From an optimization exercise on the open Yosys and OpenROAD flow, aimed at small area; shortcuts taken in it are not production practice.
Only the layout flow was run in this run; the RTL was not checked for function there.
Power figures rest on the tool's default switching activity, not on a simulated workload.

### flow/design.v
module upa_fd (
    input  wire        clk,
    input  wire        rst,             
    input  wire        rx_valid,
    input  wire [7:0]  rx_data,
    output reg         tx_valid,
    output reg  [7:0]  tx_data,
    output reg         busy,
    input  wire [15:0] enc,
    output reg         enc_reset,
    input  wire        btn_refresh,
    input  wire [7:0]  btn_in,
    input  wire        disp_stall,
    output reg         lcd_write_valid,
    output reg  [7:0]  lcd_write_char,
    output reg         lcd_cursor_valid,
    output reg  [2:0]  lcd_cursor_row,
    output reg  [4:0]  lcd_cursor_col,
    output reg         lcd_clear_valid,
    output reg         led_valid,
    output reg  [7:0]  led_mask,
    output reg         beep_valid,
    output reg  [7:0]  beep_duration,
    output reg  [15:0] beep_freq
);
    localparam integer N_SLOTS        = 32;
    localparam integer IDX_BITS       = 5;
    localparam integer MAX_PAYLOAD    = 8;
    localparam integer BUSY_THRESHOLD = 22;
    localparam integer PAYLOAD_W      = 8 * MAX_PAYLOAD;
    localparam integer FRAME_W        = 3 + 5 + PAYLOAD_W;    
    localparam [7:0]  INIT_BYTE = 8'hFE;
    localparam [7:0]  POLL_BYTE = 8'hFF;
    localparam [7:0]  BEEP_DEFAULT_DURATION = 8'd100;
    localparam [15:0] BEEP_DEFAULT_FREQ     = 16'd2000;
    localparam [2:0] OP_READ       = 3'd0;
    localparam [2:0] OP_GET_STATUS = 3'd1;
    localparam [2:0] OP_SET_CURSOR = 3'd2;
    localparam [2:0] OP_LCD_WRITE  = 3'd3;
    localparam [2:0] OP_LCD_CLEAR  = 3'd4;
    localparam [2:0] OP_SET_LEDS   = 3'd5;
    localparam [2:0] OP_BEEP       = 3'd6;
    localparam [2:0] OP_OTHER      = 3'd7;
    reg  [5:0]           pos;
    reg  [4:0]           toread;
    reg  [2:0]           cur_op;
    reg  [4:0]           cur_len;
    reg  [PAYLOAD_W-1:0] cur_payload;
    reg  [FRAME_W-1:0]   slot [0:N_SLOTS-1];
    reg  [IDX_BITS-1:0]  head;
    reg  [IDX_BITS-1:0]  tail;
    reg  [7:0]           btn;
    reg                  dvalid;
    reg  [FRAME_W-1:0]   dreg;
    reg  [2:0]           widx;       
    wire [IDX_BITS-1:0] size     = head - tail;
    wire                is_empty = (head == tail);
    wire                is_full  = ((head + 1'b1) == tail);
    wire [2:0] b_op  = rx_data[7:5];
    wire [4:0] b_len = rx_data[4:0];
    wire       awaiting = (pos == 6'd0);
    wire cmd_frame  = rx_valid && awaiting && (b_op >= OP_SET_CURSOR) && (b_op <= OP_BEEP);
    wire cmd_status = rx_valid && awaiting && (b_op == OP_GET_STATUS);
    wire cmd_init   = rx_valid && awaiting && (rx_data == INIT_BYTE);
    wire cmd_poll   = rx_valid && awaiting && (rx_data == POLL_BYTE);
    wire data_byte  = rx_valid && !awaiting;
    wire [5:0] data_off = pos - 6'd1;
    reg  [PAYLOAD_W-1:0] next_payload;
    integer k;
    always @* begin
        next_payload = cur_payload;
        for (k = 0; k < MAX_PAYLOAD; k = k + 1)
            if (data_byte && data_off == k)
                next_payload[8*k +: 8] = rx_data;
    end
    reg               complete;
    reg [FRAME_W-1:0] done_frame;
    always @* begin
        complete   = 1'b0;
        done_frame = {cur_op, cur_len, next_payload};
        if (cmd_frame && b_len == 5'd0) begin
            complete   = 1'b1;
            done_frame = {b_op, 5'd0, next_payload};
        end else if (cmd_init) begin
            complete   = 1'b1;
            done_frame = {OP_OTHER, 5'd0, next_payload};
        end else if (data_byte && toread == 5'd1) begin
            complete   = 1'b1;
        end
    end
    wire push = complete && !is_full;
    wire [IDX_BITS:0] size_after_push = {1'b0, size} + 1'b1;
    wire [2:0]           d_op      = dreg[FRAME_W-1 -: 3];
    wire [4:0]           d_len     = dreg[FRAME_W-4 -: 5];
    wire [PAYLOAD_W-1:0] d_payload = dreg[PAYLOAD_W-1:0];
    wire [7:0]           d_p0      = d_payload[7:0];
    wire [7:0]           d_p1      = d_payload[15:8];
    wire [7:0]           d_p2      = d_payload[23:16];
    wire do_pop    = !disp_stall && !dvalid && !is_empty;
    wire do_exec   = !disp_stall && dvalid;
    wire init_exec = do_exec && (d_op == OP_OTHER);
    wire write_ok  = (d_len != 5'd0) && (d_len <= MAX_PAYLOAD);
    wire last_char = ({2'b00, widx} == d_len - 5'd1);
    always @(posedge clk) begin
        if (rst || init_exec) begin
            pos    <= 6'd0;
            toread <= 5'd0;
            head   <= {IDX_BITS{1'b0}};
            busy   <= 1'b0;
        end else if (rx_valid) begin
            if (awaiting) begin
                toread <= b_len;
                if (cmd_frame && b_len != 5'd0)
                    pos <= 6'd1;
                if (cmd_poll && is_empty)
                    busy <= 1'b0;
            end else begin
                pos    <= (toread == 5'd1) ? 6'd0 : pos + 6'd1;
                toread <= toread - 5'd1;
            end
            if (push) begin
                head <= head + 1'b1;
                if (size_after_push >= BUSY_THRESHOLD)
                    busy <= 1'b1;
            end
        end
    end
    always @(posedge clk) begin
        if (cmd_frame) begin
            cur_op  <= b_op;
            cur_len <= b_len;
        end else if (cmd_init) begin
            cur_op  <= OP_OTHER;
            cur_len <= 5'd0;
        end
        cur_payload <= next_payload;
    end
    always @(posedge clk) begin
        if (push)
            slot[head] <= done_frame;
    end
    always @(posedge clk) begin
        if (rst) begin
            tx_valid  <= 1'b0;
            enc_reset <= 1'b1;
        end else begin
            tx_valid  <= 1'b0;
            enc_reset <= init_exec;
            if (cmd_status) begin
                case (b_len)
                    5'd0: begin
                        tx_valid <= 1'b1;
                        tx_data  <= btn;
                    end
                    5'd1: begin
                        tx_valid  <= 1'b1;
                        tx_data   <= enc[7:0];
                        enc_reset <= 1'b1;
                    end
                    5'd2: begin
                        tx_valid <= 1'b1;
                        tx_data  <= {3'b000, size};
                    end
                    default: ;
                endcase
            end
        end
    end
    always @(posedge clk) begin
        if (rst || init_exec)
            btn <= 8'd0;
        else if (btn_refresh)
            btn <= btn_in;
    end
    always @(posedge clk) begin
        if (rst || init_exec) begin
            tail   <= {IDX_BITS{1'b0}};
            dvalid <= 1'b0;
        end else if (do_pop) begin
            tail   <= tail + 1'b1;
            dvalid <= 1'b1;
        end else if (do_exec) begin
            if (!(d_op == OP_LCD_WRITE && write_ok && !last_char))
                dvalid <= 1'b0;
        end
    end
    always @(posedge clk) begin
        if (do_pop) begin
            dreg <= slot[tail];
            widx <= 3'd0;
        end else if (do_exec) begin
            widx <= widx + 3'd1;
        end
    end
    always @(posedge clk) begin
        if (rst) begin
            lcd_write_valid  <= 1'b0;
            lcd_cursor_valid <= 1'b0;
            lcd_clear_valid  <= 1'b0;
            led_valid        <= 1'b0;
            beep_valid       <= 1'b0;
        end else begin
            lcd_write_valid  <= 1'b0;
            lcd_cursor_valid <= 1'b0;
            lcd_clear_valid  <= 1'b0;
            led_valid        <= 1'b0;
            beep_valid       <= 1'b0;
            if (do_exec) begin
                case (d_op)
                    OP_SET_CURSOR:
                        if (d_len == 5'd1) begin
                            lcd_cursor_valid <= 1'b1;
                            lcd_cursor_row   <= d_p0[7:5];
                            lcd_cursor_col   <= d_p0[4:0];
                        end
                    OP_LCD_WRITE:
                        if (write_ok) begin
                            lcd_write_valid <= 1'b1;
                            lcd_write_char  <= d_payload[8*widx +: 8];
                        end
                    OP_LCD_CLEAR:
                        lcd_clear_valid <= 1'b1;
                    OP_SET_LEDS:
                        if (d_len == 5'd1) begin
                            led_valid <= 1'b1;
                            led_mask  <= d_p0;
                        end
                    OP_BEEP: begin
                        beep_valid <= 1'b1;
                        if (d_len == 5'd3) begin
                            beep_duration <= d_p0;
                            beep_freq     <= {d_p1, d_p2};
                        end else begin
                            beep_duration <= BEEP_DEFAULT_DURATION;
                            beep_freq     <= BEEP_DEFAULT_FREQ;
                        end
                    end
                    default: ;
                endcase
            end
        end
    end
endmodule
### flow/run.sh
#!/bin/bash
# synth_recipe.tcl (not shown) runs the flow's synth.tcl, then flattens the netlist and writes it again
# the make line also repeats each setting of config.mk as NAME=value (left out here)
make -C /OpenROAD-flow-scripts/flow DESIGN_CONFIG=/design/flow/config.mk WORK_HOME=/design/flow/orfs CLKGATE_MAP_FILE= SYNTH_SCRIPT=/design/flow/synth_recipe.tcl finish
### flow/config.mk
export PLATFORM = sky130hd
export DESIGN_NAME = upa_fd
export DESIGN_NICKNAME = upa_fd
export VERILOG_FILES = /design/flow/design.v
export SDC_FILE = /design/flow/constraint.sdc
export NUM_CORES = 4
export LEC_CHECK = 0
export CAP_MARGIN = 20
export CORE_MARGIN = 2
export CORE_UTILIZATION = 40
export PLACE_DENSITY = 0.6
export SLEW_MARGIN = 20
### flow/constraint.sdc
create_clock -name core_clock -period 10.0 [get_ports {clk}]
set_input_delay 2.0000 -clock core_clock [delete_from_list [all_inputs] [get_ports {clk}]]
set_output_delay 2.0000 -clock core_clock [all_outputs]
set_load 0.01 [all_outputs]
==> impl_metrics.csv <==
group,metric,value,unit
synth,synth-async-reset-ratio,0,%
synth,synth_nets,4061,
floorplanning,top_level_ports,101,
power_and_ir_drop,cell_internal_pwr,0.0178,W
global_route,global_route.overflow_total,0,
clock_tree,cts_tree,"built",
timing,setup-violations-final,0,
clock_tree,cts_htree_levels,5,
power_and_ir_drop,power.total,0.0223,W
power_and_ir_drop,p_seq_share,52.9,%
timing,number_of_hold_violations_in_the_final_report,0,
synth,main_flop_type_after_synthesis,"edfxtp_1",
routing,detailroute.via_count,43700,
outcome,status,"complete, no violations",
final_layout,syn2layout_area_growth,14.3,%
clock_tree,cts_post_setup_buffers_inserted,0,
worst_hold_path,hold_class,"reg2reg",
floorplanning,floorplan.die_area,246000,µm²
global_route,vias_in_the_first_global_route,44600,
floorplanning,fp.dieH,496,µm
synth,synth_seq_cells,2545,
routing,route.detailed.drc,0,
final_layout,drive_gt1_share,30.5,%
power_and_ir_drop,combPwrFrac,3.3,%
timing,relSlewSlack,23.4,%
synth,synth.lib_cells_used.distinct,66,
placement,place_congestion,0.752,
timing,period_minus_slack,6.03,ns
placement,placement.io_buffers,92,
global_route,grt_usage,19.1,%
worst_setup_path,critical_path_required,10.53,ns
worst_setup_path,setup.worst_path.start_class,"input pin",
synth,synth.cell_area,96900,µm²
clock_tree,clk-insertion-delay-late,0.91,ns
worst_setup_path,worstPathMaxFanout,45,
final_layout,layout_commonest_cell,"edfxtp_1",
clock_tree,clock_path_buffers,4,
routing,detail_route.vias_per_cell,5.70,
power_and_ir_drop,sw_frac_of_total,20.2,%
timing,fin_worst_skew,0.0635,ns
timing,timing.final.max_slew_violations,0,
synth,postSynthAreaPerCell,24.2,µm²
worst_setup_path,critical_path_data_arrival_time,6.56,ns
routing,drt_pass1_iterations,5,
final_layout,most_frequent_cells_in_the_layout,"edfxtp_1 (2,440), mux4_2 (732), clkbuf_16 (285), buf_4 (103)",
clock_tree,clkSinkCount,2545,
job,max_cap_viol_count,0,
clock_tree,clk_root_buffer_cell,"clkbuf_16",
floorplanning,floorplan.rows,180,
clock_tree,cts_buffers,277,
power_and_ir_drop,power.static_leakage,32.0,nW
routing,postRouteAntennaNets,0,
floorplanning,coreArea,241000,µm²
global_route,grt_max_degree,132,
synth,synthesized_instance_count,3999,
floorplanning,initial_core_util,40.2,%
clock_tree,ctsResizeCount,0,
timing,final.setup.tns,0,ns
timing,timing.final.ws_setup,3.97,ns
placement,detailed_place_hpwl,124000,µm
global_route,antenna_found_initial,20,
routing,drtIter0Drc,4626,
synth,count_of_flip_flops_with_a_built_in_enable_after_synthesis,2440,
placement,pre_cts_ws,3.01,ns
worst_setup_path,timing.setup.critical_path_class,"in2reg",
global_route,grt_first_pass_wirelength,334000,µm
power_and_ir_drop,power-per-cell-area,201,nW/µm²
worst_setup_path,end_kind,"register",
power_and_ir_drop,irDropWorstVdd,0.195,mV
final_layout,utilization,46.0,%
synth,ys.warnings.count,1,
floorplanning,dieWidth,496,µm
final_layout,layout.nets,4341,
timing,max_freq,166,MHz
clock_tree,clkSlewWorstSetupHoldPaths,0.05,ns
timing,finalCritPeriodShare,60.3,%
power_and_ir_drop,total_net_switching_power,0.00450,W
clock_tree,hold_buffers,0,
timing,grt_setup_unrepaired,"false",
synth,synth_seq_area_share,77.8,%
routing,routed_wirelength,236000,µm
timing,worst_pin_slew,1.13,ns
routing,wl_per_cell,30.7,µm
power_and_ir_drop,power.share.clock,43.8,%
==> worst paths after layout <==
path                                 start  depth (start not counted)  slack [ns]           end
worst min-delay path                  busy                          2        0.50          busy
worst max-delay path            rx_data[6]                          7        3.97  slot[28][17]
worst min register to register        busy                          2        0.50          busy
worst max register to register     tail[1]                          6        4.98      dreg[25]
==> critical path, stage by stage <==
cell	delay [ns]
clkdlybuf4s50_1	0.92
and3_1	0.42
and4bb_2	0.37
and2_1	0.24
o22a_1	0.89
and3_4	1.04
buf_4	0.61
==> per-stage QoR <==
step | hold WS, ns | cells | cell area, µm²
final | 0.497 | 7668 | 111000
after global routing | 0.520 | 7665 | 111000
after CTS | 0.494 | 7662 | 111000
after detailed placement | 0.486 | 7184 | 102000
after global placement | 0.482 | 7181 | 102000
after floorplan | 0.454 | 3999 | 96900
==> area by class of cell <==
| cell class | instances | area (µm²) |
|---|---|---|
| antenna | 5 | 12.5 |
| tap | 3185 | 3990 |
| multi-input combinational | 1230 | 20800 |
| inverter | 20 | 87.6 |
| fill | 19500 | 130000 |
| sequential | 2545 | 75400 |
| clock buffer | 363 | 7530 |
| clock inverter | 115 | 1040 |
| timing repair buffer | 205 | 1910 |
==> per-layer routing <==
metal  routed length [µm]  part of all wire (%)  track usage (%)  vias to the layer above
li1                     -                     -                -                    17800
met1                97400                    41             26.3                    24100
met2               118000                    50             31.8                     1481
met3                14500                   6.1             2.85                      357
met4                 5700                   2.4             5.25                        2
met5                    8                0.0034                0                        -
==> sequential cells by signal (all words and copies together) (netlist names), 6 cells and up <==
name            count
beep_duration       8
beep_freq          16
btn                 8
cur_payload        64
dreg               72
lcd_write_char      8
led_mask            8
pos                 6
slot             2304
tx_data             8
==> power groups by stage <==
stage	clock (W)	combinational, W	sequential [W]
after detailed placement	0	0.000753	0.0120
after global placement	0	0.000733	0.0120
after floorplan	0	0.000463	0.0120
after CTS	0.00994	0.000753	0.0118
final	0.00976	0.000743	0.0118
after global routing	0.0104	0.000794	0.0118
==> cells in the mapped netlist, drive strengths merged (3+ instances only) <==
master | n | area share (%)
nand2 | 24 | 0.093
nand3 | 6 | 0.031
a22oi | 4 | 0.031
mux4 | 736 | 17
buf | 74 | 0.37
a21oi | 15 | 0.077
o21ai | 18 | 0.093
a22o | 4 | 0.036
and4b | 3 | 0.031
or2 | 3 | 0.019
mux2i | 12 | 0.12
inv | 20 | 0.077
nor2 | 47 | 0.18
nor4b | 3 | 0.027
edfxtp | 2440 | 76
and2 | 15 | 0.097
a211oi | 5 | 0.039
mux2 | 144 | 1.7
a221o | 3 | 0.031
nor2b | 12 | 0.077
and3 | 46 | 0.30
ha | 24 | 0.31
clkbuf | 130 | 0.50
o31ai | 3 | 0.023
a21o | 3 | 0.023
nor3 | 14 | 0.083
xor2 | 11 | 0.099
nand3b | 4 | 0.031
nor3b | 5 | 0.049
xnor2 | 12 | 0.11
and4 | 4 | 0.036
dfxtp | 105 | 2.2
nand2b | 13 | 0.084
or3 | 4 | 0.026
nand4 | 7 | 0.045
==> cell families (layout without fill, tap and decap cells) <==
family | count (synthesis) | after routing | synth area share (%)
flip-flops | 2545 | 2545 | 77.8
AO/OA/AOI/OAI | 72 | 72 | 0.502
other | 0 | 5 | 0
XOR/XNOR | 24 | 24 | 0.231
AND/OR/NAND/NOR | 217 | 217 | 1.28
adder cells (fa/ha/maj) | 25 | 25 | 0.331
buffers and inverters | 224 | 703 | 0.956
multiplexers | 892 | 892 | 18.9

what the ideal ports hide:
In the flow no input, the clock included, has a driving cell. The finished layout below was timed again as built, in two steps. Step 1: set_driving_cell puts a clkbuf_16 on clk and a buf_2 on each other input, an assumption about the parent block. Step 2 moves the port delays by t, midway between the first and last clock arrival at a register: inputs arrive t later, outputs are due t later. That takes back most of the time a late clock gives input paths. Slacks: no drivers / after step 1 / after step 2; pairs: no drivers / after step 1.
shift t [ns]: 0.972
setup slack, ns: 3.971 / 3.987 / 3.015
worst setup path after step 2: input to register
worst data-port slew with drivers (ns): 0.32
After both steps this run still meets setup and hold. For this run, drivers alone change the setup slack by +0.016 ns; drivers and shift together by -0.956 ns.
